This design comes from an exercise in tuning for small area, a short achievable clock period and few clock cycles per item on the open sky130 flow, not from production work. In this exercise RTL edits were held to simulation tests only and were not proved equivalent to the original.

## flow/design.v (module list and top-level ports; edited modules follow where they fit)
// module bac_encoder: 48 lines
// module bac_table: 92 lines
// module bac_div: 83 lines
// module bac_ks: 26 lines
// module bac_coder: 197 lines
// module bac_booth: 32 lines
// module bac_mac_lo: 1090 lines
// module bac_mac_hi: 1094 lines
module bac_encoder (
    input  wire       clk,
    input  wire       rst,
    input  wire       in_valid,
    output wire       in_ready,
    input  wire [1:0] in_kind,
    input  wire [7:0] in_byte,
    output wire       out_valid,
    input  wire       out_ready,
    output wire [7:0] out_byte
);
  // ...
==> flow/flow/run.sh <==
#!/bin/bash
set -euo pipefail
MARGIN=${MARGIN:-6.5}
bash standard.sh synth > flow_synth.log 2>&1
if grep -q 'SETUP_SLACK_MARGIN=' standard.sh; then
  sed "s/SETUP_SLACK_MARGIN=[^ ']*/SETUP_SLACK_MARGIN=${MARGIN}/" standard.sh > standard_tight.sh
else
  sed "s/CLKGATE_MAP_FILE= /CLKGATE_MAP_FILE= SETUP_SLACK_MARGIN=${MARGIN} /" standard.sh > standard_tight.sh
fi
bash standard_tight.sh finish > flow_layout.log 2>&1
test -f out/final.def
==> flow/standard.sh <==
#!/bin/bash
# synth_recipe.tcl (not shown) runs the flow's synth.tcl, then flattens the netlist and writes it again
# the make line also repeats each setting of config.mk as NAME=value (left out here)
make -C /OpenROAD-flow-scripts/flow DESIGN_CONFIG=/design/flow/config.mk WORK_HOME=/design/flow/orfs CLKGATE_MAP_FILE= SYNTH_SCRIPT=/design/flow/synth_recipe.tcl "${@:-finish}"
==> flow/config.mk <==
export PLATFORM = sky130hd
export DESIGN_NAME = bac_encoder
export DESIGN_NICKNAME = bac_encoder
export VERILOG_FILES = /design/flow/design.v
export SDC_FILE = /design/flow/constraint.sdc
export NUM_CORES = 8
export LEC_CHECK = 0
export CAP_MARGIN = 20
export CORE_MARGIN = 2
export CORE_UTILIZATION = 60
export GPL_ROUTABILITY_DRIVEN = 1
export GPL_TIMING_DRIVEN = 1
export PLACE_DENSITY = 0.75
export SETUP_SLACK_MARGIN = 5
export SLEW_MARGIN = 20
export TNS_END_PERCENT = 100
==> flow/constraint.sdc <==
create_clock -name core_clock -period 16.0 [get_ports {clk}]
set_input_delay 3.2000 -clock core_clock [delete_from_list [all_inputs] [get_ports {clk}]]
set_output_delay 3.2000 -clock core_clock [all_outputs]
set_load 0.01 [all_outputs]
==> results.py, run 1 <==
metrics = {
    "critical_path": {
        "crit_top_cell": "fa_1",
        "cp.depth": 36,
        "critPathKind": "flip-flop to flip-flop",
        "reg2regPathDepth": 36,
        "worst_r2r_endpoint": "u_coder.rng[4]",
    },
    "synthesis": {
        "synth_compound_area_share_pct": 15.1,
        "yosys-top-cells-count": "edfxtp_1 (4640), a22oi_1 (2005), nand2_1 (1749), ha_1 (1427), nor2_1 (1330)",
        "yosys-top-cells-area": "edfxtp_1 (51%), ha_1 (6.5%), a22oi_1 (5.5%)",
        "ys_seq_area_share_pct": 53.6,
        "yosysWarnings": 17,
        "synth_area_sq_mm": 0.275,
    },
    "clock_tree": {
        "cts_setup_buffers": 144,
        "cts_resized": 419,
    },
    "global_routing": {
        "antenna_found_initial": 25,
        "gr-usage-met2_pct": 57.0,
        "grt_pass1_vias": 196427,
        "overflow": 0,
        "use_met3_pct": 6.91,
        "grt.busiest_layer": "met2",
    },
    "cells_and_area": {
        "clock_buffers": 669,
        "num-nonclk-buffers": 1056,
    },
    "worst_hold_path": {
        "min_path_cells": 0,
        "hp-start": "u_div.dqH[10][13]",
    },
    "routing": {
        "drt_first_iter_violations": 28361,
        "detail_route.wl_per_cell_um": 28.2,
    },
    "timing": {
        "finalCritPeriodShare_pct": 60.1,
        "hold_ws_ns": 0.380,
    },
    "place": {
        "dp.cells": 28851,
        "portBuffers": 23,
    },
    "die": {
        "pin_count": 24,
    },
    "status": {
        "outcome": "timing/DRC/antenna clean",
    },
}
Testbench counts, summed over its fixed seeds: cycles 10,962, symbols 10,794.
==> run 2: changes to the inputs <==
--- a/flow/flow/run.sh
+++ b/flow/flow/run.sh
@@ -1,7 +1,36 @@
 #!/bin/bash
+# Own layout flow.
+#  1. the standard synthesis, unchanged (standard.sh synth).
+#  2. The coder's logic in that netlist is mapped again (flow/regions.py,
+#     flow/remap.sh): the cells feeding the coder's interval registers, and
+#     then the rest of the coder, are each handed to ABC (ORFS's speed
+#     script) on their own, so that each is mapped against its own critical
+#     path rather than the whole design's.  Registers (names, cell types),
+#     full/half adder cells and tie cells stay as they are; the divider, the
+#     table and the rest keep the standard mapping.
+#  3. The rest of the standard flow (standard.sh finish) with
+#     SETUP_SLACK_MARGIN raised, so that repair_timing works on every path
+#     longer than (clock period - margin).  Clock period and constraints are
+#     the standard flow's.
+# Each tool's output goes to a log file of its own in this folder.
 set -euo pipefail
-MARGIN=${MARGIN:-6.5}
+MARGIN=${MARGIN:-7}
 bash standard.sh synth > flow_synth.log 2>&1
+
+R=orfs/results/${FLOW_PLATFORM:-sky130hd}/bac_encoder/base
+LIB=$FLOW_HOME/platforms/sky130hd/lib/sky130_fd_sc_hd__tt_025C_1v80.lib
+YOSYS=$FLOW_HOME/../tools/install/yosys/bin/yosys
+[[ -x $YOSYS ]] || YOSYS=yosys
+TOP=${FLOW_TOP:-bac_encoder}
+cp $R/1_2_yosys.v $R/1_2_yosys_standard.v
+mkdir -p regions
+printf 'set_driving_cell sky130_fd_sc_hd__buf_1\nset_load 5\n' > regions/abc.constr
+python3 flow/regions.py $LIB $R/1_2_yosys_standard.v $TOP regions \
+  "$(cat flow/region0.txt)" '^\\u_coder\.' '^\\u_div\.' '^\\u_table\.' > flow_regions.log 2>&1
+bash flow/remap.sh $LIB $YOSYS regions $TOP "" $FLOW_HOME/scripts/abc_speed.script \
+  $PWD/regions/abc.constr flow/dont_use.txt $R/1_2_yosys.v "2 3 4" > flow_remap.log 2>&1
+rm -f $R/1_synth.odb $R/1_synth.sdc
+
 if grep -q 'SETUP_SLACK_MARGIN=' standard.sh; then
   sed "s/SETUP_SLACK_MARGIN=[^ ']*/SETUP_SLACK_MARGIN=${MARGIN}/" standard.sh > standard_tight.sh
 else
==> flow/flow/dont_use.txt (new file) <==
sky130_fd_sc_hd__lpflow_bleeder_1 sky130_fd_sc_hd__lpflow_clkbufkapwr_1 sky130_fd_sc_hd__lpflow_clkbufkapwr_16 sky130_fd_sc_hd__lpflow_clkbufkapwr_2 sky130_fd_sc_hd__lpflow_clkbufkapwr_4 sky130_fd_sc_hd__lpflow_clkbufkapwr_8 sky130_fd_sc_hd__lpflow_clkinvkapwr_1 sky130_fd_sc_hd__lpflow_clkinvkapwr_16 sky130_fd_sc_hd__lpflow_clkinvkapwr_2 sky130_fd_sc_hd__lpflow_clkinvkapwr_4 sky130_fd_sc_hd__lpflow_clkinvkapwr_8 sky130_fd_sc_hd__lpflow_decapkapwr_12 sky130_fd_sc_hd__lpflow_decapkapwr_3 sky130_fd_sc_hd__lpflow_decapkapwr_4 sky130_fd_sc_hd__lpflow_decapkapwr_6 sky130_fd_sc_hd__lpflow_decapkapwr_8 sky130_fd_sc_hd__lpflow_inputiso0n_1 sky130_fd_sc_hd__lpflow_inputiso0p_1 sky130_fd_sc_hd__lpflow_inputiso1n_1 sky130_fd_sc_hd__lpflow_inputiso1p_1 sky130_fd_sc_hd__lpflow_inputisolatch_1 sky130_fd_sc_hd__lpflow_isobufsrc_1 sky130_fd_sc_hd__lpflow_isobufsrc_16 sky130_fd_sc_hd__lpflow_isobufsrc_2 sky130_fd_sc_hd__lpflow_isobufsrc_4 sky130_fd_sc_hd__lpflow_isobufsrc_8 sky130_fd_sc_hd__lpflow_isobufsrckapwr_16 sky130_fd_sc_hd__lpflow_lsbuf_lh_hl_isowell_tap_1 sky130_fd_sc_hd__lpflow_lsbuf_lh_hl_isowell_tap_2 sky130_fd_sc_hd__lpflow_lsbuf_lh_hl_isowell_tap_4 sky130_fd_sc_hd__lpflow_lsbuf_lh_isowell_4 sky130_fd_sc_hd__lpflow_lsbuf_lh_isowell_tap_1 sky130_fd_sc_hd__lpflow_lsbuf_lh_isowell_tap_2 sky130_fd_sc_hd__lpflow_lsbuf_lh_isowell_tap_4 sky130_fd_sc_hd__probe_p_8 sky130_fd_sc_hd__probec_p_8 
==> flow/flow/region0.txt (new file) <==
^\\u_coder\.(rng|rngh|low|sd_)
==> flow/flow/regions.py (new file) <==
#!/usr/bin/env python3
"""Split a flat gate-level netlist (yosys write_verilog style) into the
combinational fan-in cone of selected registers and the rest.

usage: regions.py LIB NETLIST TOP OUTDIR REGEX...
  Each REGEX (on register instance names) defines a region: the
  combinational cells reachable backwards from those registers' data/enable
  inputs that no earlier region took, stopping at registers, ports and tie
  cells.  The combinational cells left over form a last region.
Writes OUTDIR/r<i>.v (module <TOP>_r<i>) for each region and OUTDIR/top.v
(module TOP with registers, tie cells and one instance u_r<i> per region)."""
import re, sys

lib, netf, top, outdir = sys.argv[1:5]
rxs = [re.compile(r) for r in sys.argv[5:]]

# --- liberty: pin directions, sequential cells
pindir = {}
seq = set()
cur = None; curpin = None; depth = 0
cell_re = re.compile(r'^\s*cell\s*\(\s*"?([\w]+)"?\s*\)')
pin_re = re.compile(r'^\s*pin\s*\(\s*"?([\w]+)"?\s*\)')
dir_re = re.compile(r'^\s*direction\s*:\s*"?(\w+)"?')
for line in open(lib):
    m = cell_re.match(line)
    if m:
        cur = m.group(1); pindir[cur] = {}; curpin = None; continue
    if cur is None: continue
    m = pin_re.match(line)
    if m:
        curpin = m.group(1); continue
    m = dir_re.match(line)
    if m and curpin is not None:
        pindir[cur][curpin] = m.group(1); curpin = None; continue
    if re.match(r'^\s*(ff|latch|ff_bank|latch_bank)\s*\(', line):
        seq.add(cur)

# --- netlist
text = open(netf).read()
mstart = text.index('module ' + top)
mend = text.index('endmodule', mstart)
body = text[mstart:mend]
head_end = body.index(';') + 1
decls = []       # (kind, width, name)
insts = []       # (type, name, [(pin, net)])
ident = r'(\\\S+\s|[A-Za-z_][\w$]*)'
stmts = body[head_end:].split(';')
inst_re = re.compile(r'^\s*([\w$]+)\s+(\\\S+\s|[\w$]+)\s*\((.*)\)\s*$', re.S)
conn_re = re.compile(r'\.(\w+)\s*\(\s*(.*?)\s*\)\s*(?:,|$)', re.S)
for st in stmts:
    s = st.strip()
    if not s: continue
    if re.match(r'^(input|output|inout|wire)\b', s):
        decls.append(s); continue
    if s.startswith('assign'):
        raise SystemExit('assign statements are not supported: ' + s[:80])
    m = inst_re.match(s)
    if not m:
        raise SystemExit('cannot parse: ' + s[:120])
    ctype, iname, conns = m.group(1), m.group(2).strip(), m.group(3)
    pins = []
    for cm in re.finditer(r'\.(\w+)\s*\(\s*((?:\\\S+\s)|[^()]*?)\s*\)', conns):
        pins.append((cm.group(1), cm.group(2).strip()))
    insts.append((ctype, iname, pins))

def is_const(n): return re.match(r"^\d+'[bh]", n) is not None or n == ''

driver = {}
loads = {}
for idx, (ct, nm, pins) in enumerate(insts):
    for p, n in pins:
        if is_const(n): continue
        d = pindir.get(ct, {}).get(p)
        if d is None: raise SystemExit(f'unknown pin {ct}.{p}')
        if d == 'output': driver[n] = idx
        else: loads.setdefault(n, []).append(idx)

def sequential(ct): return ct in seq
def tie(ct): return 'conb' in ct

# --- regions
owner = {}
def grow(rx, rid):
    start = []; nseed = 0
    for idx, (ct, nm, pins) in enumerate(insts):
        if sequential(ct) and rx.search(nm):
            nseed += 1
            for p, n in pins:
                if pindir[ct][p] == 'input' and p not in ('CLK', 'CLK_N', 'GATE', 'GATE_N') and not is_const(n):
                    start.append(n)
    stack = list(start); seen = set(); cnt = 0
    while stack:
        n = stack.pop()
        if n in seen: continue
        seen.add(n)
        d = driver.get(n)
        if d is None: continue
        ct = insts[d][0]
        if sequential(ct) or tie(ct): continue
        if d in owner: continue
        owner[d] = rid; cnt += 1
        for p, m in insts[d][2]:
            if pindir[ct][p] == 'input' and not is_const(m):
                stack.append(m)
    return nseed, cnt
nreg = len(rxs) + 1
for i, rx in enumerate(rxs):
    ns, nc = grow(rx, i)
    sys.stderr.write(f'region {i}: seed registers {ns}, cells {nc}\n')
left = 0
for idx, (ct, nm, pins) in enumerate(insts):
    if not sequential(ct) and not tie(ct) and idx not in owner:
        owner[idx] = len(rxs); left += 1
sys.stderr.write(f'region {len(rxs)} (rest): cells {left}\n')

port_nets = set()
hdr = body[:head_end]
for dcl in decls:
    m = re.match(r'^(input|output)\s*(\[\d+:\d+\])?\s*(.*)$', dcl)
    if m:
        nm = m.group(3).strip()
        if m.group(2):
            hi, lo = map(int, m.group(2)[1:-1].split(':'))
            for b in range(lo, hi + 1): port_nets.add(f'{nm}[{b}]')
        else:
            port_nets.add(nm)

def esc(n): return n + ' ' if n.startswith('\\') else n
insts_of = [[] for _ in range(nreg)]
for idx, r in owner.items(): insts_of[r].append(idx)
top_conns = []
for r in range(nreg):
    cells = set(insts_of[r])
    cin = []; cout = []; sin = set(); sout = set()
    for idx in sorted(cells):
        ct, nm, pins = insts[idx]
        for p, n in pins:
            if is_const(n): continue
            if pindir[ct][p] == 'input':
                d = driver.get(n)
                if (d is None or d not in cells) and n not in sin:
                    sin.add(n); cin.append(n)
            else:
                outside = [l for l in loads.get(n, []) if l not in cells]
                if (outside or n in port_nets) and n not in sout:
                    sout.add(n); cout.append(n)
    pname = {}
    for i, n in enumerate(cin): pname[n] = f'ci{i}'
    for i, n in enumerate(cout): pname[n] = f'co{i}'
    def inner(n):
        if is_const(n): return n
        if n in pname: return pname[n]
        return 'w_' + re.sub(r'[^\w]', '_', n.strip('\\ '))
    with open(f'{outdir}/r{r}.v', 'w') as f:
        ports = [pname[n] for n in cin] + [pname[n] for n in cout]
        f.write(f'module {top}_r{r}({", ".join(ports)});\n')
        for n in cin: f.write(f'  input {pname[n]};\n')
        for n in cout: f.write(f'  output {pname[n]};\n')
        internal = set()
        for idx in cells:
            for p, n in insts[idx][2]:
                if not is_const(n) and n not in pname: internal.add(inner(n))
        for w in sorted(internal): f.write(f'  wire {w};\n')
        for idx in sorted(cells):
            ct, nm, pins = insts[idx]
            cs = ', '.join(f'.{p}({inner(n)})' for p, n in pins)
            f.write(f'  {ct} {esc(nm)} ({cs});\n')
        f.write('endmodule\n')
    top_conns.append(', '.join(f'.{pname[n]}({esc(n)})' for n in cin + cout))
    sys.stderr.write(f'region {r}: inputs {len(cin)}, outputs {len(cout)}\n')

with open(f'{outdir}/top.v', 'w') as f:
    f.write(hdr + '\n')
    for dcl in decls: f.write('  ' + dcl + ' ;\n')
    for idx, (ct, nm, pins) in enumerate(insts):
        if idx in owner: continue
        cs = ', '.join(f'.{p}({esc(n)})' for p, n in pins)
        f.write(f'  {ct} {esc(nm)} ({cs});\n')
    for r in range(nreg):
        f.write(f'  {top}_r{r} u_r{r} ({top_conns[r]});\n')
    f.write('endmodule\n')
==> flow/flow/remap.sh (new file) <==
#!/bin/bash
# usage: remap.sh LIB YOSYS DIR TOP FLATFA_REGIONS ABC_SCRIPT CONSTR DONT_USE_FILE OUT [KEEP_REGIONS]
# Re-maps each region module DIR/r<i>.v with ABC on its own, then merges them
# with DIR/top.v into OUT.  Regions listed in FLATFA_REGIONS (e.g. "0 1") have
# their full/half adder cells turned into logic before mapping too.
set -euo pipefail
LIB=$1; YOSYS=$2; DIR=$3; TOP=$4; FLATFA=$5; SCRIPT=$6; CONSTR=$7; DUF=$8; OUT=$9; KEEPR=${10:-}
DU=""; for c in $(cat $DUF); do DU="$DU -dont_use $c"; done
FAHA="sky130_fd_sc_hd__fa_1 sky130_fd_sc_hd__fa_2 sky130_fd_sc_hd__fa_4 sky130_fd_sc_hd__ha_1 sky130_fd_sc_hd__ha_2 sky130_fd_sc_hd__ha_4"
MODS=""
for f in $DIR/r*.v; do
  r=$(basename $f .v); r=${r#r}
  case " $KEEPR " in *" $r "*) cp $f $DIR/opt_r$r.v; MODS="$MODS $DIR/opt_r$r.v"; continue;; esac
  case " $FLATFA " in *" $r "*) BB="";; *) BB="blackbox $FAHA";; esac
  cat > $DIR/opt_r$r.ys <<EOT
read_liberty -ignore_miss_func $LIB
$BB
read_verilog $f
hierarchy -top ${TOP}_r$r
flatten
opt_clean
abc -script $SCRIPT -liberty $LIB $DU -constr $CONSTR
opt_clean -purge
hilomap -singleton -hicell sky130_fd_sc_hd__conb_1 HI -locell sky130_fd_sc_hd__conb_1 LO
tee -q -o $DIR/opt_r$r.stat stat -liberty $LIB
write_verilog -noattr -noexpr -nohex -nodec $DIR/opt_r$r.v
EOT
  $YOSYS -q -l $DIR/opt_r$r.log -s $DIR/opt_r$r.ys > /dev/null 2>&1 &
  MODS="$MODS $DIR/opt_r$r.v"
done
wait
cat > $DIR/merge.ys <<EOT
read_liberty -lib $LIB
read_verilog $DIR/top.v $MODS
hierarchy -top $TOP
flatten
opt_clean -purge
insbuf -buf sky130_fd_sc_hd__buf_4 A X
tee -q -o $DIR/merge.stat stat -liberty $LIB
write_verilog -noattr -noexpr -nohex -nodec $OUT
EOT
$YOSYS -q -l $DIR/merge.log -s $DIR/merge.ys > /dev/null 2>&1
grep "Chip area" $DIR/merge.stat
--- a/flow/config.mk
+++ b/flow/config.mk
@@ -8,6 +8,8 @@
 export CAP_MARGIN = 20
 export CORE_MARGIN = 2
 export CORE_UTILIZATION = 60
+export CTS_CLUSTER_DIAMETER = 100
+export CTS_CLUSTER_SIZE = 20
 export GPL_ROUTABILITY_DRIVEN = 1
 export GPL_TIMING_DRIVEN = 1
 export PLACE_DENSITY = 0.75
==> results.py, run 2 <==
metrics = {
    "status": {
        "outcome": "timing/DRC/antenna clean",
    },
    "routing": {
        "via_per_inst": 6.88,
        "ant_nets": 0,
        "routed_wl_um": 880000,
        "drt_first_iter_violations": 29720,
        "dr.pass1.iters": 13,
        "drc": 0,
        "via_count": 208253,
        "detail_route.wl_per_cell_um": 29.1,
    },
    "critical_path": {
        "cp_slowest_stage_delay_ns": 0.59,
        "cp_max_fo": 11,
        "crit_top_cell": "buf_4",
        "cp-end-kind": "flip-flop",
        "cp_slowest_cell": "fa_2",
        "critPathKind": "flip-flop to flip-flop",
        "cp.required_ns": 16.91,
        "worst_setup_path_start_kind": "flip-flop",
        "rrSetupSlack_ns": 6.55,
        "crit_arrival_ns": 10.35,
    },
    "global_routing": {
        "grt_pass1_vias": 197636,
        "grtUsageTotal_pct": 35.8,
        "antenna_found_initial": 30,
        "grt_pass1_wl_um": 1260000,
        "overflow": 0,
        "grt_max_degree": 178,
    },
    "timing": {
        "clock_skew_ns": 0.105,
        "finalCritPeriodShare_pct": 59.0,
        "finalHoldViolations": 0,
        "rsz0062_at_grt": "true",
        "min_period_ns": 9.45,
        "fin_ws_ns": 6.55,
        "finalSetupViolCount": 0,
        "clock.fmax_mhz": 106,
        "finalMaxSlewViolations": 0,
        "slew_headroom_pct": 5.60,
        "worst_slew_pin_slew_ns": 1.41,
        "tns_ns": 0,
    },
    "die": {
        "rows": 249,
        "pin_count": 24,
        "start_util_pct": 60.1,
        "core_area_sq_mm": 0.459,
        "die_h_um": 682,
        "dieArea_sq_mm": 0.465,
        "die_x_um": 682,
    },
    "clock_tree": {
        "clk_pin_slew_worst_paths_ns": 0.09,
        "clockRootBuffer": "clkbuf_16",
        "cts_tree": "yes",
        "cts_hold_buf": 0,
        "cts_max_level": 5,
        "clk_latency_ns": 1.02,
        "cts_buffers": 302,
        "cts_sinks": 5040,
        "clockBufferDepth": 4,
    },
    "cells_and_area": {
        "areaGrowthSynthToFinish_pct": 12.1,
        "layout_common_cells": "edfxtp_1 (4640), a22oi_1 (1931), nand2_1 (1791)",
        "top_regs": "u_table.L: 3600 flops, u_table.B: 240 flops",
        "drive_gt1_share_pct": 15.0,
        "multiInputGateArea_sq_mm": 0.127,
        "fillers": 32374,
        "largest-register": "u_table.L",
        "fin_nets": 26001,
        "largest_reg_flops": 3600,
        "final_common_cell": "edfxtp_1",
        "seqCellArea_sq_mm": 0.147,
        "final_cells": 30280,
    },
    "place": {
        "dp.cells": 29027,
        "dp_hpwl_um": 531000,
        "portBuffers": 23,
        "place.gp.congestion": 0.972,
        "place_ws_ns": 4.35,
    },
    "synthesis": {
        "synth.avg_cell_area_sq_um": 11.8,
        "yosysWarnings": 17,
        "synth_cells": 23477,
        "synth_area_sq_mm": 0.276,
    },
    "worst_hold_path": {
        "hp-class": "flip-flop to flip-flop",
    },
    "flow_run": {
        "max_cap_viol_count": 0,
    },
}
run 2: area by class of cell:
| type | instances | share of cell area (%) |
|---|---|---|
| flip-flops and latches | 5040 | 47.7 |
| multi-input cells | 16073 | 41.2 |
| repair buffers | 1396 | 4.30 |
| clock buffers | 336 | 2.52 |
| well taps | 6149 | 2.49 |
| inverters | 1214 | 1.57 |
| clock inverters | 54 | 0.238 |
| repair inverters | 7 | 0.0231 |
| diodes | 11 | 0.00890 |
run 2: critical path, delay by kind of cell (launching register included):
family          cells  cell delay [ns]
xor+xnor            2             0.44
fa+ha+maj           7             2.77
simple gates        7             1.60
buf+inv             7             0.95
flops               1             0.40
compound gates     15             3.24
run 2: metal layers:
| metal | global-route usage (%) | vias to the layer above | part of all wire (%) |
|---|---|---|---|
| met4 | 19.9 | 32 | 6.7 |
| met1 | 45.8 | 101888 | 36 |
| met3 | 6.53 | 2938 | 11 |
| met2 | 57.9 | 13799 | 46 |
| li1 | - | 89596 | - |
| met5 | 0 | - | 0.030 |
run 2: path summary, 6_finish.rpt:
check,depth (start not counted),start,end
max reg2reg,38,u_coder.rng[1],u_coder.rng[15]
max,38,u_coder.rng[1],u_coder.rng[15]
min reg2reg,0,u_div.dqH[9][1],u_div.dqH[10][4]
min,0,u_div.dqH[9][1],u_div.dqH[10][4]
run 2: per-stage QoR:
step                      utilization [%]  hold WS, ns  instance area [sq um]
final                                67.4        0.394                 309000
after global routing                 67.4        0.400                 309000
after CTS                            65.7        0.395                 301000
after detailed placement             62.1        0.405                 285000
after global placement               62.1        0.400                 285000
after floorplan                         -        0.400                 276000
run 2: timing repair:
action | in CTS | in global routing
endpoints found under the setup margin | 5134 | 530
resized for setup | 851 | 861
pin swaps | 240 | 520
cloned | 51 | 26
buffers inserted | 369 | 404
==> module bac_coder, before the edit <==
module bac_coder (
    input  wire        clk,
    input  wire        rst,
    input  wire        cv,
    input  wire        cfin,
    input  wire [32:0] qL,
    input  wire [32:0] qH,
    output wire        adv,
    output reg         out_valid,
    input  wire        out_ready,
    output reg  [7:0]  out_byte
);
    localparam integer ACCW = 40;
    integer i;
    reg  [16:0] low;
    reg  [17:0] rng;       
    reg  [17:0] rngh;      
    wire [33:0] ppl [0:8];
    wire [33:0] pph [0:8];
    wire [7:0]  ngl, ngh;
    bac_booth u_bl (.r(rng),  .q(qL), .ng(ngl), .pp0(ppl[0]), .pp1(ppl[1]), .pp2(ppl[2]),
        .pp3(ppl[3]), .pp4(ppl[4]), .pp5(ppl[5]), .pp6(ppl[6]), .pp7(ppl[7]), .pp8(ppl[8]));
    bac_booth u_bh (.r(rngh), .q(qH), .ng(ngh), .pp0(pph[0]), .pp1(pph[1]), .pp2(pph[2]),
        .pp3(pph[3]), .pp4(pph[4]), .pp5(pph[5]), .pp6(pph[6]), .pp7(pph[7]), .pp8(pph[8]));
    wire [48:0] sal, sbl, sah, sbh;
    bac_mac_lo u_ml (.ng(ngl), .nn(~ngl), .pp0(ppl[0]), .pp1(ppl[1]), .pp2(ppl[2]),
        .pp3(ppl[3]), .pp4(ppl[4]), .pp5(ppl[5]), .pp6(ppl[6]), .pp7(ppl[7]),
        .pp8(ppl[8]), .low(low), .ra(sal), .rb(sbl));
    bac_mac_hi u_mh (.ng(ngh), .nn(~ngh), .pp0(pph[0]), .pp1(pph[1]), .pp2(pph[2]),
        .pp3(pph[3]), .pp4(pph[4]), .pp5(pph[5]), .pp6(pph[6]), .pp7(pph[7]),
        .pp8(pph[8]), .low(low), .ra(sah), .rb(sbh));
    wire [48:0] suml, sumh;
    bac_ks #(.N(49)) u_cl (.a(sal), .b(sbl), .ci(1'b0), .s(suml));
    bac_ks #(.N(49)) u_ch (.a(sah), .b(sbh), .ci(1'b0), .s(sumh));
    wire [16:0] lowp  = suml[48:32];
    wire [16:0] highp = sumh[48:32];
    wire [17:0] ra_ = {1'b0, highp} ^ {1'b1, ~lowp} ^ 18'd2;
    wire [17:0] rb_ = {(({1'b0, highp} & {1'b1, ~lowp}) | (({1'b0, highp} | {1'b1, ~lowp}) & 18'd2)), 1'b0};
    wire [17:0] rpre;
    bac_ks #(.N(18), .LV(5)) u_cr (.a(ra_), .b(rb_[17:0]), .ci(1'b0), .s(rpre));
    genvar g;
    wire [16:0] x  = lowp ^ highp;
    wire [16:0] e3 = lowp & ~highp;
    wire [16:0] v;
    generate
        for (g = 1; g < 17; g = g + 1) begin : ww
            assign v[g] = e3[g-1] | ~|x[16:g];
        end
    endgenerate
    assign v[0] = ~|x;
    wire [17:0] tm;
    wire [17:0] sel;
    assign tm[17] = 1'b1;
    generate
        for (g = 0; g < 17; g = g + 1) begin : tmg
            assign tm[g] = &v[16:g];
        end
        for (g = 0; g < 17; g = g + 1) begin : slg
            assign sel[g] = tm[17-g] & ~tm[16-g];
        end
    endgenerate
    assign sel[17] = tm[0];
    reg [15:0] lowsh;
    reg [17:0] rsh;
    reg [4:0]  nsh;
    always @(*) begin
        lowsh = 16'd0;
        rsh   = 18'd0;
        nsh   = 5'd0;
        for (i = 0; i < 18; i = i + 1) begin
            lowsh = lowsh | ({16{sel[i]}} & (lowp[15:0] << i));
            rsh   = rsh   | ({18{sel[i]}} & (rpre << i));
            nsh   = nsh   | ({5{sel[i]}} & i[4:0]);
        end
    end
    reg         sd_v, sd_fin, sd_fb;
    reg  [16:0] sd_low, sd_x;
    reg  [4:0]  sd_n;
    reg  [4:0]  n1;
    always @(*) begin
        n1 = 5'd17;
        for (i = 0; i < 17; i = i + 1)
            if (sd_x[i]) n1 = 5'd16 - i[4:0];
    end
    wire [4:0]  kk      = sd_n - n1;
    wire        sd_push = sd_fin || !sd_x[16];
    reg  [31:0] pacc;
    reg  [4:0]  padd;
    reg         prst;
    wire [31:0] peff = (prst ? 32'd0 : pacc) + {27'd0, padd} + {31'd0, sd_fin};
    wire        nd_b0   = sd_fin ? sd_fb : sd_low[16];
    wire [31:0] nd_fc   = peff;
    wire [15:0] nd_rest = sd_fin ? 16'd0 : (sd_low[15:0] & ~(16'hFFFF >> (n1 - 5'd1)));
    wire [4:0]  nd_rl   = sd_fin ? 5'd0 : (n1 - 5'd1);
    wire        nd_pad  = sd_fin;
    reg         q0v;
    reg         q0hb, q0b0, q0pad;
    reg  [31:0] q0fc;
    reg  [15:0] q0rest;
    reg  [4:0]  q0rl;
    reg  [ACCW-1:0] acc;
    reg  [6:0]      cnt;
    wire        dsv      = q0v;
    wire        fast     = (q0fc[31:4] == 28'd0);
    wire [5:0]  hlen     = fast ? ({5'd0, q0hb} + {1'b0, q0fc[4:0]}) : ({5'd0, q0hb} + 6'd16);
    wire [6:0]  clen     = {1'b0, hlen} + (fast ? {2'b0, q0rl} : 7'd0);
    wire        space_ok = ({1'b0, cnt} + {1'b0, clen}) <= ACCW;
    wire        ins      = dsv && space_ok;
    wire        consume  = ins && fast;
    wire [31:0] hmask = ~(32'hFFFFFFFF >> hlen);
    wire [31:0] hbits = (q0hb ? {q0b0, {31{~q0b0}}} : {32{~q0b0}}) & hmask;
    wire [31:0] rbits = fast ? ({q0rest, 16'd0} >> hlen) : 32'd0;
    wire [31:0] chunk = hbits | rbits;
    wire [ACCW-1:0] acc_i = ins ? (acc | ({chunk, {(ACCW-32){1'b0}}} >> cnt)) : acc;
    wire [6:0]      cnt_i0 = ins ? cnt + clen : cnt;
    wire [6:0]      cnt_i = (consume && q0pad) ? ((cnt_i0 + 7'd7) & 7'h78) : cnt_i0;
    wire            mv    = (!out_valid || out_ready) && (cnt_i >= 7'd8);
    wire stall_d = sd_v && sd_push && q0v && !consume;
    wire fire_d  = sd_v && !stall_d;
    wire push    = fire_d && sd_push;
    assign adv = !cv || !stall_d;
    wire go = cv && !stall_d;
    always @(posedge clk) begin
        if (rst) begin
            low       <= 17'd0;
            rng       <= 18'h20000;
            rngh      <= 18'h20000;
            sd_v      <= 1'b0;
            pacc      <= 32'd0;
            padd      <= 5'd0;
            prst      <= 1'b1;
            q0v       <= 1'b0;
            acc       <= {ACCW{1'b0}};
            cnt       <= 7'd0;
            out_valid <= 1'b0;
            out_byte  <= 8'd0;
        end else begin
            if (mv) begin
                out_byte  <= acc_i[ACCW-1:ACCW-8];
                out_valid <= 1'b1;
                acc       <= acc_i << 8;
                cnt       <= cnt_i - 7'd8;
            end else begin
                if (out_ready) out_valid <= 1'b0;
                acc <= acc_i;
                cnt <= cnt_i;
            end
            if (push) begin
                q0v    <= 1'b1;
                q0hb   <= 1'b1;
                q0b0   <= nd_b0;
                q0fc   <= nd_fc;
                q0rest <= nd_rest;
                q0rl   <= nd_rl;
                q0pad  <= nd_pad;
            end else if (consume) begin
                q0v    <= 1'b0;
            end else if (ins && !fast) begin
                q0hb   <= 1'b0;
                q0fc   <= q0fc - 32'd16;
            end
            if (fire_d) begin
                if (sd_fin) begin
                    prst <= 1'b1;
                    padd <= 5'd0;
                end else begin
                    padd <= kk;
                    if (!sd_x[16]) begin
                        prst <= 1'b1;
                    end else begin
                        prst <= 1'b0;
                        pacc <= peff;
                    end
                end
            end
            if (!stall_d) begin
                sd_v   <= go;
                sd_fin <= cfin;
                sd_fb  <= low[16] | low[15];
                sd_low <= lowp;
                sd_x   <= x;
                sd_n   <= nsh;
            end
            if (go) begin
                if (cfin) begin
                    low  <= 17'd0;
                    rng  <= 18'h20000;
                    rngh <= 18'h20000;
                end else begin
                    low  <= {1'b0, lowsh};
                    rng  <= rsh;
                    rngh <= rsh;
                end
            end
        end
    end
endmodule
==> run 3: changes to the inputs <==
--- a/flow/design.v
+++ b/flow/design.v
@@ -350,10 +350,20 @@
     reg  [ACCW-1:0] acc;
     reg  [6:0]      cnt;
     wire        dsv      = q0v;
-    wire        fast     = (q0fc[31:4] == 28'd0);
-    wire [5:0]  hlen     = fast ? ({5'd0, q0hb} + {1'b0, q0fc[4:0]}) : ({5'd0, q0hb} + 6'd16);
-    wire [6:0]  clen     = {1'b0, hlen} + (fast ? {2'b0, q0rl} : 7'd0);
+    reg         q0fast;
+    reg  [5:0]  q0hlen;
+    reg  [6:0]  q0clen;
+    wire        fast     = q0fast;
+    wire [5:0]  hlen     = q0hlen;
+    wire [6:0]  clen     = q0clen;
     wire        space_ok = ({1'b0, cnt} + {1'b0, clen}) <= ACCW;
+    wire        n_fast = (nd_fc[31:4] == 28'd0);
+    wire [5:0]  n_hlen = n_fast ? (6'd1 + {1'b0, nd_fc[4:0]}) : 6'd17;
+    wire [6:0]  n_clen = {1'b0, n_hlen} + (n_fast ? {2'b0, nd_rl} : 7'd0);
+    wire [31:0] s_fc   = q0fc - 32'd16;
+    wire        s_fast = (s_fc[31:4] == 28'd0);
+    wire [5:0]  s_hlen = s_fast ? {1'b0, s_fc[4:0]} : 6'd16;
+    wire [6:0]  s_clen = {1'b0, s_hlen} + (s_fast ? {2'b0, q0rl} : 7'd0);
     wire        ins      = dsv && space_ok;
     wire        consume  = ins && fast;
     wire [31:0] hmask = ~(32'hFFFFFFFF >> hlen);
@@ -402,11 +412,17 @@
                 q0rest <= nd_rest;
                 q0rl   <= nd_rl;
                 q0pad  <= nd_pad;
+                q0fast <= n_fast;
+                q0hlen <= n_hlen;
+                q0clen <= n_clen;
             end else if (consume) begin
                 q0v    <= 1'b0;
             end else if (ins && !fast) begin
                 q0hb   <= 1'b0;
-                q0fc   <= q0fc - 32'd16;
+                q0fc   <= s_fc;
+                q0fast <= s_fast;
+                q0hlen <= s_hlen;
+                q0clen <= s_clen;
             end
             if (fire_d) begin
                 if (sd_fin) begin
--- a/flow/flow/run.sh
+++ b/flow/flow/run.sh
@@ -5,9 +5,9 @@
 #     flow/remap.sh): the cells feeding the coder's interval registers, and
 #     then the rest of the coder, are each handed to ABC (ORFS's speed
 #     script) on their own, so that each is mapped against its own critical
-#     path rather than the whole design's.  Registers (names, cell types),
-#     full/half adder cells and tie cells stay as they are; the divider, the
-#     table and the rest keep the standard mapping.
+#     path rather than the whole design's; so is the divider.  Registers
+#     (names, cell types), full/half adder cells and tie cells stay as they
+#     are; the table and the rest keep the standard mapping.
 #  3. The rest of the standard flow (standard.sh finish) with
 #     SETUP_SLACK_MARGIN raised, so that repair_timing works on every path
 #     longer than (clock period - margin).  Clock period and constraints are
@@ -28,7 +28,7 @@
 python3 flow/regions.py $LIB $R/1_2_yosys_standard.v $TOP regions \
   "$(cat flow/region0.txt)" '^\\u_coder\.' '^\\u_div\.' '^\\u_table\.' > flow_regions.log 2>&1
 bash flow/remap.sh $LIB $YOSYS regions $TOP "" $FLOW_HOME/scripts/abc_speed.script \
-  $PWD/regions/abc.constr flow/dont_use.txt $R/1_2_yosys.v "2 3 4" > flow_remap.log 2>&1
+  $PWD/regions/abc.constr flow/dont_use.txt $R/1_2_yosys.v "3 4" > flow_remap.log 2>&1
 rm -f $R/1_synth.odb $R/1_synth.sdc
 
 if grep -q 'SETUP_SLACK_MARGIN=' standard.sh; then
==> results.py, run 3 <==
metrics = {
    "place": {
        "portBuffers": 23,
        "place.gp.congestion": 0.984,
        "dp_hpwl_um": 518000,
    },
    "routing": {
        "detail_route.wl_per_cell_um": 28.6,
        "drt_first_iter_violations": 27339,
        "via_per_inst": 6.88,
        "routed_wl_um": 843000,
        "via_count": 202533,
        "drc": 0,
        "ant_nets": 0,
        "dr.pass1.iters": 22,
    },
    "critical_path": {
        "crit_family": "compound AO/OA/AOI/OAI gates",
        "worst_r2r_endpoint": "u_coder.low[15]",
        "critPathKind": "flip-flop to flip-flop",
        "crit_path_start": "u_coder.rng[3]",
        "r2r-start": "u_coder.rng[3]",
        "crit_arrival_ns": 10.00,
        "cp.required_ns": 16.92,
        "worst_setup_path_start_kind": "flip-flop",
        "cp_slowest_cell": "fa_1",
        "crit_top_cell": "fa_1",
        "cp_max_fo": 8,
        "cp-end-kind": "flip-flop",
        "path_buf_inv": 8,
        "reg2regPathDepth": 40,
        "cp_slowest_stage_delay_ns": 0.57,
        "endpoint": "u_coder.low[15]",
        "cp.depth": 40,
        "rrSetupSlack_ns": 6.92,
    },
    "timing": {
        "finalHoldViolations": 0,
        "worst_slew_pin_slew_ns": 1.31,
        "min_period_ns": 9.08,
        "clock.fmax_mhz": 110,
        "rsz0062_at_grt": "true",
        "clock_skew_ns": 0.145,
        "finalSetupViolCount": 0,
        "tns_ns": 0,
        "slew_headroom_pct": 11.9,
        "finalMaxSlewViolations": 0,
        "finalCritPeriodShare_pct": 56.7,
    },
    "cells_and_area": {
        "largest_reg_flops": 3600,
        "areaGrowthSynthToFinish_pct": 9.31,
        "fin_nets": 25139,
        "final_core_util_pct": 65.8,
        "fillers": 33427,
        "largest-register": "u_table.L",
        "layout_common_cells": "edfxtp_1 (4654), nor2_1 (1567), ha_1 (1373)",
        "top_regs": "u_table.L: 3600 flops, u_table.B: 240 flops",
        "drive_gt1_share_pct": 11.7,
        "final_common_cell": "edfxtp_1",
    },
    "synthesis": {
        "synth_area_sq_mm": 0.277,
        "synth.avg_cell_area_sq_um": 12.0,
        "yosysWarnings": 17,
        "synth_cells": 23040,
    },
    "die": {
        "pin_count": 24,
        "start_util_pct": 60.2,
        "rows": 249,
        "dieArea_sq_mm": 0.466,
        "die_x_um": 683,
        "die_h_um": 683,
        "core_area_sq_mm": 0.460,
    },
    "global_routing": {
        "grt_pass1_vias": 193350,
        "grt.busiest_layer": "met2",
        "grt_pass1_wl_um": 1220000,
        "grt_max_degree": 185,
        "antenna_found_initial": 23,
        "gr-usage-met2_pct": 56.6,
        "use_met3_pct": 6.71,
        "overflow": 0,
        "grtUsageMet1_pct": 43.8,
        "grtUsageTotal_pct": 34.6,
    },
    "clock_tree": {
        "cts_sinks": 5054,
        "clockBufferDepth": 4,
        "cts_tree": "yes",
        "clk_latency_ns": 1.09,
        "cts_max_level": 5,
        "clk_pin_slew_worst_paths_ns": 0.09,
        "cts_buffers": 305,
        "clockRootBuffer": "clkbuf_16",
    },
    "flow_run": {
        "max_cap_viol_count": 0,
    },
    "worst_hold_path": {
        "hp-class": "flip-flop to flip-flop",
    },
    "status": {
        "outcome": "timing/DRC/antenna clean",
    },
}
## run 3: worst min path at each step
stage                     slack (ns)                 to              start  cells past startpoint
final                           0.40  u_div.dqH[11][30]  u_div.dqH[10][27]                      0
after global routing            0.42   u_div.dqL[10][8]    u_div.dqL[9][5]                      0
after CTS                       0.40      u_div.dfin[4]      u_div.dfin[3]                      0
after detailed placement        0.40  u_div.dqH[11][18]  u_div.dqH[10][15]                      0
after global placement          0.40   u_div.dqL[8][23]   u_div.dqL[7][20]                      0
after floorplan                 0.40     u_div.dfin[10]      u_div.dfin[9]                      0
## run 3: final cells by class
class / count / area, sq um / area share [%]
antenna: 18 / 45.0 / 0.0149
multi-input combinational: 15699 / 124000 / 41.1
tap: 6149 / 7690 / 2.55
sequential: 5054 / 148000 / 48.9
clock inverter: 61 / 1030 / 0.341
timing repair buffer: 951 / 9080 / 3.00
clock buffer: 349 / 7820 / 2.59
timing repair inverter: 5 / 47.5 / 0.0157
inverter: 1150 / 4540 / 1.50
## run 3: stage by stage
stage	area, sq um	hold WS [ns]	setup WS, ns	cells
3_3_place_gp	284000	0.401	4.03	28537
6_report	302000	0.399	6.92	29436
4_1_cts	297000	0.403	6.98	29148
2_1_floorplan	277000	0.400	-1.23	23041
5_1_grt	302000	0.417	6.73	29420
3_5_place_dp	284000	0.405	3.99	28539
## run 3: repair_timing
item                                    in CTS  in global routing
pin swaps                                   77                216
gates cloned                                30                 18
resized for setup                          427                558
endpoints found under the setup margin     324                346
buffers inserted                           169                250
hold buffers                                 0                  0
## run 3: routing by layer
metal / up-vias / share of wire [%]
met5: - / 0.0070
met4: 10 / 6.4
met3: 2897 / 11
met2: 13085 / 46
met1: 98788 / 36
li1: 87753 / -
Testbench counts of run 3, summed over its fixed seeds: cycles 10,962, symbols 10,794.
==> module bac_table, before the edit <==
module bac_table (
    input  wire        clk,
    input  wire        rst,
    input  wire        adv,
    input  wire        pop,
    input  wire        c_fin,
    input  wire [8:0]  sym,
    output reg         tv,
    output reg         tfin,
    output reg  [14:0] tlo,
    output reg  [14:0] thi,
    output reg  [14:0] tt
);
    reg [14:0] L [0:15][1:15];
    reg [14:0] B [1:16];
    reg [14:0] T;
    reg        frozen;
    wire        eof     = sym[8];
    wire [3:0]  kb      = sym[7:4];
    wire [3:0]  jb      = sym[3:0];
    wire        do_init = rst || (adv && pop && c_fin);
    wire        do_inc  = adv && pop && !c_fin && !frozen;
    reg  [14:0] R [1:15];
    integer k, j;
    always @(*) begin
        for (j = 1; j <= 15; j = j + 1) begin
            R[j] = 15'd0;
            for (k = 0; k < 16; k = k + 1)
                R[j] = R[j] | ({15{kb == k}} & L[k][j]);
        end
    end
    wire [14:0] W [1:15];
    genvar g, h;
    generate
        for (g = 1; g <= 15; g = g + 1) begin : wb
            wire [14:0] jv = g;
            assign W[g] = do_init ? jv : (R[g] + {14'd0, (jb < g)});
        end
        for (h = 0; h < 16; h = h + 1) begin : blk
            wire we = do_init || (do_inc && !eof && (kb == h));
            for (g = 1; g <= 15; g = g + 1) begin : ent
                always @(posedge clk)
                    if (we) L[h][g] <= W[g];
            end
        end
        for (h = 1; h <= 16; h = h + 1) begin : bas
            wire [14:0] iv = 16 * h;
            wire [15:0] cy;
            assign cy[0] = do_inc && (eof ? 1'b0 : (kb < h));
            assign cy[15:1] = cy[14:0] & B[h];
            always @(posedge clk)
                B[h] <= do_init ? iv : (B[h] ^ cy[14:0]);
        end
    endgenerate
    always @(posedge clk)
        T <= do_init ? 15'd257 : (T + {14'd0, do_inc});
    reg  [14:0] bk, bk1, llo, lhi;
    always @(*) begin
        bk  = 15'd0;
        bk1 = 15'd0;
        for (k = 1; k <= 16; k = k + 1) begin
            bk  = bk  | ({15{{eof, kb} == k}} & B[k]);
            bk1 = bk1 | ({15{{eof, kb} == k - 1}} & B[k]);
        end
        llo = 15'd0;
        lhi = 15'd0;
        for (j = 1; j <= 15; j = j + 1) begin
            llo = llo | ({15{jb == j}} & R[j]);
            lhi = lhi | ({15{jb == j - 1}} & R[j]);
        end
    end
    wire [14:0] lo_v = bk + llo;
    wire [14:0] hi_v = eof ? T : ((jb == 4'd15) ? bk1 : (bk + lhi));
    always @(posedge clk) begin
        if (rst) begin
            tv     <= 1'b0;
            frozen <= 1'b0;
        end else if (adv) begin
            tv   <= pop;
            tfin <= c_fin;
            tlo  <= lo_v;
            thi  <= hi_v;
            tt   <= T;
            if (pop) begin
                if (c_fin)
                    frozen <= 1'b0;
                else if (!frozen && T == 15'd32766)
                    frozen <= 1'b1;
            end
        end
    end
endmodule
==> run 4: changes to the inputs <==
--- a/flow/design.v
+++ b/flow/design.v
@@ -78,7 +78,7 @@
         end
     end
     wire [14:0] W [1:15];
-    genvar g, h;
+    genvar g, h, i;
     generate
         for (g = 1; g <= 15; g = g + 1) begin : wb
             wire [14:0] jv = g;
@@ -93,11 +93,14 @@
         end
         for (h = 1; h <= 16; h = h + 1) begin : bas
             wire [14:0] iv = 16 * h;
-            wire [15:0] cy;
-            assign cy[0] = do_inc && (eof ? 1'b0 : (kb < h));
-            assign cy[15:1] = cy[14:0] & B[h];
+            wire        inc = do_inc && !eof && (kb < h);
+            wire [14:0] ones;
+            assign ones[0] = 1'b1;
+            for (i = 1; i < 15; i = i + 1) begin : on
+                assign ones[i] = &B[h][i-1:0];
+            end
             always @(posedge clk)
-                B[h] <= do_init ? iv : (B[h] ^ cy[14:0]);
+                B[h] <= do_init ? iv : (B[h] ^ ({15{inc}} & ones));
         end
     endgenerate
     always @(posedge clk)
==> flow/flow/run.sh (replaced) <==
#!/bin/bash
# Own layout flow.
#  1. the standard synthesis, unchanged (standard.sh synth).
#  2. The combinational logic of that netlist is mapped again, region by
#     region (flow/regions.py, flow/remap.sh): the cells feeding the coder's
#     interval registers, the rest of the coder, the divider and the table
#     are each handed to ABC on their own, cells (full/half adders too)
#     turned into their logic functions, with a delay-driven script
#     (flow/resyn.abc: structural choices, then mapping against a 5 ns
#     target with the library's load-dependent delays, buffering and
#     sizing).  The registers keep their instance names and cell types, as
#     do the tie cells.
#  3. The rest of the standard flow (standard.sh finish) with
#     SETUP_SLACK_MARGIN raised, so that repair_timing works on every path
#     longer than (clock period - margin).  Clock period and constraints are
#     the standard flow's.
# Each tool's output goes to a log file of its own in this folder.
set -euo pipefail
MARGIN=${MARGIN:-9.5}
bash standard.sh synth > flow_synth.log 2>&1

R=orfs/results/${FLOW_PLATFORM:-sky130hd}/bac_encoder/base
LIB=$FLOW_HOME/platforms/sky130hd/lib/sky130_fd_sc_hd__tt_025C_1v80.lib
YOSYS=$FLOW_HOME/../tools/install/yosys/bin/yosys
[[ -x $YOSYS ]] || YOSYS=yosys
TOP=${FLOW_TOP:-bac_encoder}
cp $R/1_2_yosys.v $R/1_2_yosys_standard.v
mkdir -p regions
printf 'set_driving_cell sky130_fd_sc_hd__buf_1\nset_load 5\n' > regions/abc.constr
python3 flow/regions.py $LIB $R/1_2_yosys_standard.v $TOP regions \
  "$(cat flow/region0.txt)" '^\\u_coder\.' '^\\u_div\.' '^\\u_table\.' > flow_regions.log 2>&1
bash flow/remap.sh $LIB $YOSYS regions $TOP "0 1 2 3" $PWD/flow/resyn.abc \
  $PWD/regions/abc.constr flow/dont_use.txt $R/1_2_yosys.v "4" > flow_remap.log 2>&1
rm -f $R/1_synth.odb $R/1_synth.sdc

if grep -q 'SETUP_SLACK_MARGIN=' standard.sh; then
  sed "s/SETUP_SLACK_MARGIN=[^ ']*/SETUP_SLACK_MARGIN=${MARGIN}/" standard.sh > standard_tight.sh
else
  sed "s/CLKGATE_MAP_FILE= /CLKGATE_MAP_FILE= SETUP_SLACK_MARGIN=${MARGIN} /" standard.sh > standard_tight.sh
fi
bash standard_tight.sh finish > flow_layout.log 2>&1
test -f out/final.def
==> flow/flow/resyn.abc (new file) <==
strash
dch -f
map -D 5000
topo
buffer -c -N 6
upsize -D 5000
dnsize -D 5000
stime -p
==> results.py, run 4 <==
metrics = {
    "die": {
        "die_h_um": 686,
        "pin_count": 24,
        "die_x_um": 686,
        "rows": 250,
        "start_util_pct": 60.3,
    },
    "synthesis": {
        "synth_area_sq_mm": 0.279,
        "synth.avg_cell_area_sq_um": 9.03,
        "yosysWarnings": 17,
        "synth_cells": 30923,
    },
    "place": {
        "place_ws_ns": 5.56,
        "portBuffers": 23,
        "place.gp.congestion": 0.995,
        "dp.cells": 35359,
        "dp_hpwl_um": 603000,
    },
    "global_routing": {
        "grt_max_degree": 176,
        "antenna_found_initial": 132,
        "overflow": 387,
        "grtUsageTotal_pct": 56.3,
    },
    "clock_tree": {
        "cts_buffers": 304,
        "clockRootBuffer": "clkbuf_16",
        "cts_max_level": 5,
        "cts_hold_buf": 0,
        "clockBufferDepth": 4,
    },
    "status": {
        "outcome": "stopped before the end",
        "error": "[ERROR GRT-0232] Routing congestion too high. Check the congestion heatmap in the GUI.",
        "stop_stage": "5_1_grt",
    },
    "timing": {
        "worstEndpointGrtRepair": "u_div.dremL[4][1]$_DFFE_PP_/D",
        "worst-ep-kind": "register input",
    },
}
-- run 4: repair_timing --
action                                  4_1_cts
endpoints found under the setup margin     5197
resized for setup                          3573
pin swaps                                  1060
gates cloned                                207
buffers inserted                           2367
-- run 4: how the worst max path moves through the flow --
stage                          endpoint  slack (ns)           start  cells after the start
floorplan                u_div.dfin[10]       -1.23             rst                      1
global placement        u_coder.low[13]        5.56  u_coder.rng[1]                     41
detailed placement      u_coder.low[13]        5.56  u_coder.rng[1]                     38
CTS                 u_div.dremH[10][14]        8.54  u_div.dt[9][0]                     51
-- run 4: metal layers --
layer	GRT overflow	track usage [%]
met1	33	63.0
met2	194	76.2
met3	57	32.2
met4	98	44.8
met5	5	17.6
-- run 4: metrics by stage --
stage / hold WS, ns / instance area (sq um)
floorplan: 0.400 / 279000
global placement: 0.401 / 283000
detailed placement: 0.405 / 283000
CTS: 0.404 / 329000
Testbench counts of run 4, summed over its fixed seeds: cycles 10,962, symbols 10,794.
==> run 5: changes to the inputs <==
--- a/flow/flow/run.sh
+++ b/flow/flow/run.sh
@@ -16,7 +16,7 @@
 #     the standard flow's.
 # Each tool's output goes to a log file of its own in this folder.
 set -euo pipefail
-MARGIN=${MARGIN:-9.5}
+MARGIN=${MARGIN:-7.5}
 bash standard.sh synth > flow_synth.log 2>&1
 
 R=orfs/results/${FLOW_PLATFORM:-sky130hd}/bac_encoder/base
--- a/flow/config.mk
+++ b/flow/config.mk
@@ -7,12 +7,12 @@
 export LEC_CHECK = 0
 export CAP_MARGIN = 20
 export CORE_MARGIN = 2
-export CORE_UTILIZATION = 60
+export CORE_UTILIZATION = 55
 export CTS_CLUSTER_DIAMETER = 100
 export CTS_CLUSTER_SIZE = 20
 export GPL_ROUTABILITY_DRIVEN = 1
 export GPL_TIMING_DRIVEN = 1
-export PLACE_DENSITY = 0.75
+export PLACE_DENSITY = 0.7
 export SETUP_SLACK_MARGIN = 5
 export SLEW_MARGIN = 20
 export TNS_END_PERCENT = 100
==> results.py, run 5 <==
metrics = {
    "status": {
        "outcome": "timing/DRC/antenna clean",
    },
    "critical_path": {
        "cp.required_ns": 16.67,
        "cp_max_fo": 49,
        "worst_setup_path_start_kind": "flip-flop",
        "worst_r2r_endpoint": "u_table.L[124][14]",
        "cp_slowest_cell": "nor2_4",
        "crit_top_cell": "nand2_1",
        "crit_arrival_ns": 9.46,
        "reg2regPathDepth": 26,
        "cp-end-kind": "flip-flop",
        "rrSetupSlack_ns": 7.22,
        "r2r-start": "fq0[5]",
        "critPathKind": "flip-flop to flip-flop",
        "cp_slowest_stage_delay_ns": 0.82,
    },
    "die": {
        "core_area_sq_mm": 0.506,
        "die_x_um": 717,
        "pin_count": 24,
        "rows": 261,
        "start_util_pct": 55.3,
        "die_h_um": 717,
        "dieArea_sq_mm": 0.514,
    },
    "timing": {
        "clock.fmax_mhz": 114,
        "tns_ns": 0,
        "fin_ws_ns": 7.22,
        "worst_slew_pin_slew_ns": 1.35,
        "clock_skew_ns": 0.129,
        "slew_headroom_pct": 9.69,
        "min_period_ns": 8.78,
        "hold_ws_ns": 0.383,
        "rsz0062_at_grt": "true",
        "finalHoldViolations": 0,
        "finalSetupViolCount": 0,
        "finalMaxSlewViolations": 0,
        "finalCritPeriodShare_pct": 54.9,
    },
    "worst_hold_path": {
        "min_to": "u_div.dfin[2]",
        "hp-start": "u_div.dfin[1]",
        "hp-class": "flip-flop to flip-flop",
        "min_path_cells": 0,
    },
    "global_routing": {
        "grt_max_degree": 190,
        "antenna_found_initial": 39,
        "overflow": 0,
        "grtUsageTotal_pct": 34.9,
        "grt_pass1_vias": 212127,
        "grt_pass1_wl_um": 1360000,
    },
    "cells_and_area": {
        "largest_reg_flops": 3600,
        "final_cells": 36721,
        "drive_gt1_share_pct": 8.18,
        "largest-register": "u_table.L",
        "stdcell_area_sq_mm": 0.299,
        "areaGrowthSynthToFinish_pct": 6.96,
        "final_core_util_pct": 59.1,
        "layout_common_cells": "nand2_1 (5238), edfxtp_1 (4654), nor2_1 (3894)",
        "top_regs": "u_table.L: 3600 flops, u_table.B: 240 flops",
        "fillers": 42723,
        "final_common_cell": "nand2_1",
        "fin_nets": 29887,
    },
    "synthesis": {
        "synth_cells": 30923,
        "yosysWarnings": 17,
        "synth_area_sq_mm": 0.279,
        "synth.avg_cell_area_sq_um": 9.03,
    },
    "place": {
        "placed_area_sq_mm": 0.283,
        "place_ws_ns": 4.67,
        "portBuffers": 23,
        "dp_hpwl_um": 597000,
        "dp.cells": 35884,
        "place.gp.congestion": 0.979,
    },
    "clock_tree": {
        "cts_hold_buf": 0,
        "clockBufferDepth": 4,
        "cts_max_level": 5,
        "cts_sinks": 5054,
        "clk_pin_slew_worst_paths_ns": 0.09,
        "clockRootBuffer": "clkbuf_16",
        "clk_latency_ns": 1.04,
        "cts_buffers": 305,
        "cts_tree": "yes",
    },
    "routing": {
        "detail_route.wl_per_cell_um": 25.8,
        "dr_wl_met2_um": 428000,
        "drc": 0,
        "met1_length_um": 350000,
        "via_per_inst": 6.36,
        "top_layer": "met5",
        "dr.pass1.iters": 10,
        "drt_first_iter_violations": 33548,
        "via_count": 233522,
        "wl_met3_um": 106000,
        "ant_nets": 0,
        "routed_wl_um": 947000,
    },
    "flow_run": {
        "max_cap_viol_count": 0,
    },
}
-- run 5: area by class of cell --
cell class / count / area (sq um) / share of cell area (%)
repair inverters: 3 / 17.5 / 0.00586
well taps: 6706 / 8390 / 2.81
inverters: 3234 / 12300 / 4.12
flip-flops and latches: 5054 / 148000 / 49.5
diodes: 36 / 90.1 / 0.0301
clock inverters: 48 / 734 / 0.246
repair buffers: 840 / 7960 / 2.66
multi-input cells: 20433 / 113000 / 38.0
clock buffers: 367 / 8040 / 2.69
-- run 5: worst max path at each step --
| stage | slack, ns | depth (start not counted) | endpoint | start |
|---|---|---|---|---|
| 5_1_grt | 7.33 | 29 | u_table.L[210][14] | fq0[6] |
| 3_3_place_gp | 4.48 | 42 | u_coder.rng[7] | u_coder.rng[1] |
| 2_1_floorplan | -1.23 | 1 | u_div.dfin[10] | rst |
| 3_5_place_dp | 4.67 | 43 | u_coder.rng[7] | u_coder.rng[1] |
| 6_report | 7.22 | 26 | u_table.L[124][14] | fq0[5] |
| 4_1_cts | 7.50 | 46 | u_coder.low[10] | u_coder.rng[3] |
-- run 5: repair_timing --
item,CTS,global route
buffers inserted,75,265
pin swaps,23,86
endpoints found under the setup margin,1112,941
cloned,13,27
gates resized for setup,196,528
-- run 5: worst max-delay path, delay by kind of cell (launching register included) --
kind / cells / cell delay [ns]
AND/OR/NAND/NOR: 15 / 4.71
buffers and inverters: 8 / 2.64
AO/OA/AOI/OAI: 3 / 0.69
flip-flops: 1 / 0.34
-- run 5: routing by layer --
| layer | vias up | global-route usage (%) |
|---|---|---|
| li1 | 104604 | - |
| met1 | 111334 | 44.7 |
| met2 | 14505 | 56.3 |
| met3 | 3063 | 6.69 |
| met4 | 16 | 18.8 |
| met5 | - | 0 |
==> run 6: changes to the inputs <==
==> flow/flow/run.sh (replaced) <==
#!/bin/bash
# Own layout flow.
#  1. the standard synthesis, unchanged (standard.sh synth).
#  2. The netlist's combinational logic is mapped again, region by region
#     (flow/regions.py, flow/remap.sh), each region handed to ABC on its own
#     so that it is mapped against its own critical path rather than the
#     whole design's:
#       - the cells feeding the coder's interval registers, the rest of the
#         coder, and the divider: cells (full/half adders too) turned into
#         their logic functions and mapped with a delay-driven script
#         (flow/resyn.abc: structural choices, mapping against a 5 ns target
#         with the library's load-dependent delays, buffering and sizing);
#       - the table and the rest keep the standard mapping.
#     The registers keep their instance names and cell types, as do the tie
#     cells.
#  3. The rest of the standard flow (standard.sh finish) with
#     SETUP_SLACK_MARGIN raised, so that repair_timing works on every path
#     longer than (clock period - margin).  Clock period and constraints are
#     the standard flow's.
# Each tool's output goes to a log file of its own in this folder.
set -euo pipefail
MARGIN=${MARGIN:-7.5}
bash standard.sh synth > flow_synth.log 2>&1

R=orfs/results/${FLOW_PLATFORM:-sky130hd}/bac_encoder/base
LIB=$FLOW_HOME/platforms/sky130hd/lib/sky130_fd_sc_hd__tt_025C_1v80.lib
YOSYS=$FLOW_HOME/../tools/install/yosys/bin/yosys
[[ -x $YOSYS ]] || YOSYS=yosys
TOP=${FLOW_TOP:-bac_encoder}
cp $R/1_2_yosys.v $R/1_2_yosys_standard.v
mkdir -p regions
printf 'set_driving_cell sky130_fd_sc_hd__buf_1\nset_load 5\n' > regions/abc.constr
python3 flow/regions.py $LIB $R/1_2_yosys_standard.v $TOP regions \
  "$(cat flow/region0.txt)" '^\\u_coder\.' '^\\u_div\.' '^\\u_table\.' > flow_regions.log 2>&1
bash flow/remap.sh $LIB $YOSYS regions $TOP "0 1 2" \
  $PWD/flow/resyn.abc $PWD/regions/abc.constr flow/dont_use.txt \
  $R/1_2_yosys.v "3 4" > flow_remap.log 2>&1
rm -f $R/1_synth.odb $R/1_synth.sdc

if grep -q 'SETUP_SLACK_MARGIN=' standard.sh; then
  sed "s/SETUP_SLACK_MARGIN=[^ ']*/SETUP_SLACK_MARGIN=${MARGIN}/" standard.sh > standard_tight.sh
else
  sed "s/CLKGATE_MAP_FILE= /CLKGATE_MAP_FILE= SETUP_SLACK_MARGIN=${MARGIN} /" standard.sh > standard_tight.sh
fi
bash standard_tight.sh finish > flow_layout.log 2>&1
test -f out/final.def
--- a/flow/flow/remap.sh
+++ b/flow/flow/remap.sh
@@ -12,6 +12,7 @@
   r=$(basename $f .v); r=${r#r}
   case " $KEEPR " in *" $r "*) cp $f $DIR/opt_r$r.v; MODS="$MODS $DIR/opt_r$r.v"; continue;; esac
   case " $FLATFA " in *" $r "*) BB="";; *) BB="blackbox $FAHA";; esac
+  SC=$SCRIPT; SV=SCRIPT_r$r; [[ -n "${!SV:-}" ]] && SC=${!SV}
   cat > $DIR/opt_r$r.ys <<EOT
 read_liberty -ignore_miss_func $LIB
 $BB
@@ -19,7 +20,7 @@
 hierarchy -top ${TOP}_r$r
 flatten
 opt_clean
-abc -script $SCRIPT -liberty $LIB $DU -constr $CONSTR
+abc -script $SC -liberty $LIB $DU -constr $CONSTR
 opt_clean -purge
 hilomap -singleton -hicell sky130_fd_sc_hd__conb_1 HI -locell sky130_fd_sc_hd__conb_1 LO
 tee -q -o $DIR/opt_r$r.stat stat -liberty $LIB
--- a/flow/config.mk
+++ b/flow/config.mk
@@ -7,12 +7,12 @@
 export LEC_CHECK = 0
 export CAP_MARGIN = 20
 export CORE_MARGIN = 2
-export CORE_UTILIZATION = 55
+export CORE_UTILIZATION = 60
 export CTS_CLUSTER_DIAMETER = 100
 export CTS_CLUSTER_SIZE = 20
 export GPL_ROUTABILITY_DRIVEN = 1
 export GPL_TIMING_DRIVEN = 1
-export PLACE_DENSITY = 0.7
+export PLACE_DENSITY = 0.75
 export SETUP_SLACK_MARGIN = 5
 export SLEW_MARGIN = 20
 export TNS_END_PERCENT = 100
==> results.py, run 6 <==
metrics = {
    "status": {
        "outcome": "timing/DRC/antenna clean",
    },
    "clock_tree": {
        "clk_pin_slew_worst_paths_ns": 0.08,
        "cts_hold_buf": 0,
        "cts_max_level": 5,
        "clk_latency_ns": 1.02,
        "cts_buffers": 304,
        "clockRootBuffer": "clkbuf_16",
        "cts_tree": "yes",
        "cts_sinks": 5054,
        "clockBufferDepth": 4,
    },
    "cells_and_area": {
        "stdcell_area_sq_mm": 0.298,
        "top_regs": "u_table.L: 3600 flops, u_table.B: 240 flops",
        "final_common_cell": "nand2_1",
        "final_core_util_pct": 64.3,
        "fillers": 36656,
        "seqCellArea_sq_mm": 0.148,
        "largest-register": "u_table.L",
        "areaGrowthSynthToFinish_pct": 6.97,
        "largest_reg_flops": 3600,
        "drive_gt1_share_pct": 8.19,
        "final_cells": 35487,
        "layout_common_cells": "nand2_1 (4838), edfxtp_1 (4654), nor2_1 (3847)",
        "multiInputGateArea_sq_mm": 0.116,
        "fin_nets": 29282,
    },
    "critical_path": {
        "cp_slowest_cell": "and2_4",
        "cp_slowest_stage_delay_ns": 0.78,
        "worst_setup_path_start_kind": "flip-flop",
        "crit_arrival_ns": 9.19,
        "cp.required_ns": 16.65,
        "rrSetupSlack_ns": 7.46,
        "crit_family": "simple AND/OR/NAND/NOR gates",
        "cp-end-kind": "flip-flop",
        "crit_top_cell": "buf_4",
        "path_buf_inv": 4,
        "worstPathCellList": "nor2_1 > and2_4 > buf_4 > buf_4 > buf_4 > buf_4 > a22o_1 > a221oi_1 > and4_1 > nor3_1 > nor2b_1 > o21ai_0 > or2_2 > nor3_1 > xor2_1 > nor2_1",
        "critPathKind": "flip-flop to flip-flop",
        "cp_max_fo": 44,
    },
    "timing": {
        "fin_ws_ns": 7.46,
        "slew_headroom_pct": 10.6,
        "tns_ns": 0,
        "min_period_ns": 8.54,
        "finalSetupViolCount": 0,
        "finalHoldViolations": 0,
        "finalMaxSlewViolations": 0,
        "clock_skew_ns": 0.0802,
        "hold_ws_ns": 0.408,
        "finalCritPeriodShare_pct": 53.4,
        "rsz0062_at_grt": "true",
        "worst_slew_pin_slew_ns": 1.34,
        "clock.fmax_mhz": 117,
    },
    "flow_run": {
        "max_cap_viol_count": 0,
    },
    "global_routing": {
        "antenna_found_initial": 20,
        "grt_pass1_vias": 211115,
        "grt_max_degree": 169,
        "overflow": 0,
        "grtUsageTotal_pct": 36.5,
        "grt_pass1_wl_um": 1310000,
    },
    "synthesis": {
        "yosysWarnings": 17,
        "synth_area_sq_mm": 0.278,
        "synth.avg_cell_area_sq_um": 9.34,
        "synth_cells": 29804,
    },
    "die": {
        "core_area_sq_mm": 0.463,
        "dieArea_sq_mm": 0.470,
        "rows": 250,
        "die_x_um": 685,
        "start_util_pct": 60.1,
        "pin_count": 24,
        "die_h_um": 685,
    },
    "place": {
        "place_ws_ns": 5.21,
        "place.gp.congestion": 0.989,
        "dp.cells": 34630,
        "dp_hpwl_um": 577000,
        "placed_area_sq_mm": 0.282,
        "portBuffers": 23,
    },
    "worst_hold_path": {
        "hp-class": "flip-flop to flip-flop",
    },
    "routing": {
        "via_count": 229594,
        "drt_first_iter_violations": 32075,
        "detail_route.wl_per_cell_um": 25.5,
        "routed_wl_um": 904000,
        "via_per_inst": 6.47,
        "drc": 0,
        "dr.pass1.iters": 8,
        "ant_nets": 0,
    },
}
run 6: layout make-up:
class	instances	share of cell area, %
Tap cell	6174	2.59
Clock buffer	370	2.68
Sequential cell	5054	49.6
Timing Repair Buffer	846	2.60
Timing Repair inverter	3	0.00588
Clock inverter	51	0.224
Inverter	2687	3.47
Antenna cell	11	0.00924
Multi-Input combinational cell	20291	38.8
run 6: repair_timing:
| item | 4_1_cts | 5_1_grt |
|---|---|---|
| resized for setup | 214 | 516 |
| setup endpoints to repair | 259 | 495 |
| pin swaps | 17 | 92 |
| gates cloned | 7 | 30 |
| setup buffers | 70 | 316 |
run 6: final timing paths:
| path | start | to | cells after the start |
|---|---|---|---|
| setup / recovery | fq0[5] | u_table.L[107][14] | 16 |
| hold / removal | u_div.dqH[1][2] | u_div.dqH[2][5] | 0 |
| setup reg to reg | fq0[5] | u_table.L[107][14] | 16 |
| hold reg to reg | u_div.dqH[1][2] | u_div.dqH[2][5] | 0 |
run 6: worst reg2reg max path: cells and delay by family, from the launching register on:
| family | cells | cell delay [ns] |
|---|---|---|
| and+or+nand+nor | 8 | 4.11 |
| xor gates and xnor gates | 1 | 0.23 |
| DFF | 1 | 0.70 |
| AOI/OAI and AO/OA | 3 | 0.49 |
| buffers and inverters | 4 | 2.63 |
run 6: metal layers:
layer / up-vias / global-route usage, % / wire, um
met2: 14619 / 59.3 / 413000
met4: 14 / 21.4 / 64700
met1: 109012 / 46.1 / 324000
li1: 102883 / - / -
met5: - / 0 / 99
met3: 3066 / 6.59 / 103000

==> separate check: timing with driven ports <==
No port has a modelled driver above. Below, the same layouts with a new extraction and two added sets of constraints. Step 1: set_driving_cell puts a clkbuf_16 on clk and a buf_2 on each other input, an assumption about the parent block. Step 2, shift: input delay + t, output delay - t, t = (earliest + latest rising clock arrival at the registers) / 2. This alone moves slack from input paths to output paths. a / b / c = no drivers / after step 1 / after step 2; a / b = the first two.
run | shift t [ns] | setup WS [ns] | worst hold slack (ns) | slew at the worst register clock pin (ns)
run 1 | 1.179 | 6.381 / 6.381 / 6.381 | 0.380 / 0.380 / 0.380 | 0.07 / 0.07
run 2 | 1.099 | 6.554 / 6.554 / 6.554 | 0.394 / 0.394 / 0.394 | 0.10 / 0.10
run 3 | 1.143 | 6.923 / 6.923 / 6.923 | 0.399 / 0.399 / 0.399 | 0.10 / 0.10
run 5 | 1.103 | 7.215 / 7.215 / 7.215 | 0.383 / 0.383 / 0.383 | 0.10 / 0.10
run 6 | 1.103 | 7.460 / 7.460 / 7.460 | 0.408 / 0.408 / 0.408 | 0.10 / 0.10
After both steps setup and hold are still met in every run listed.
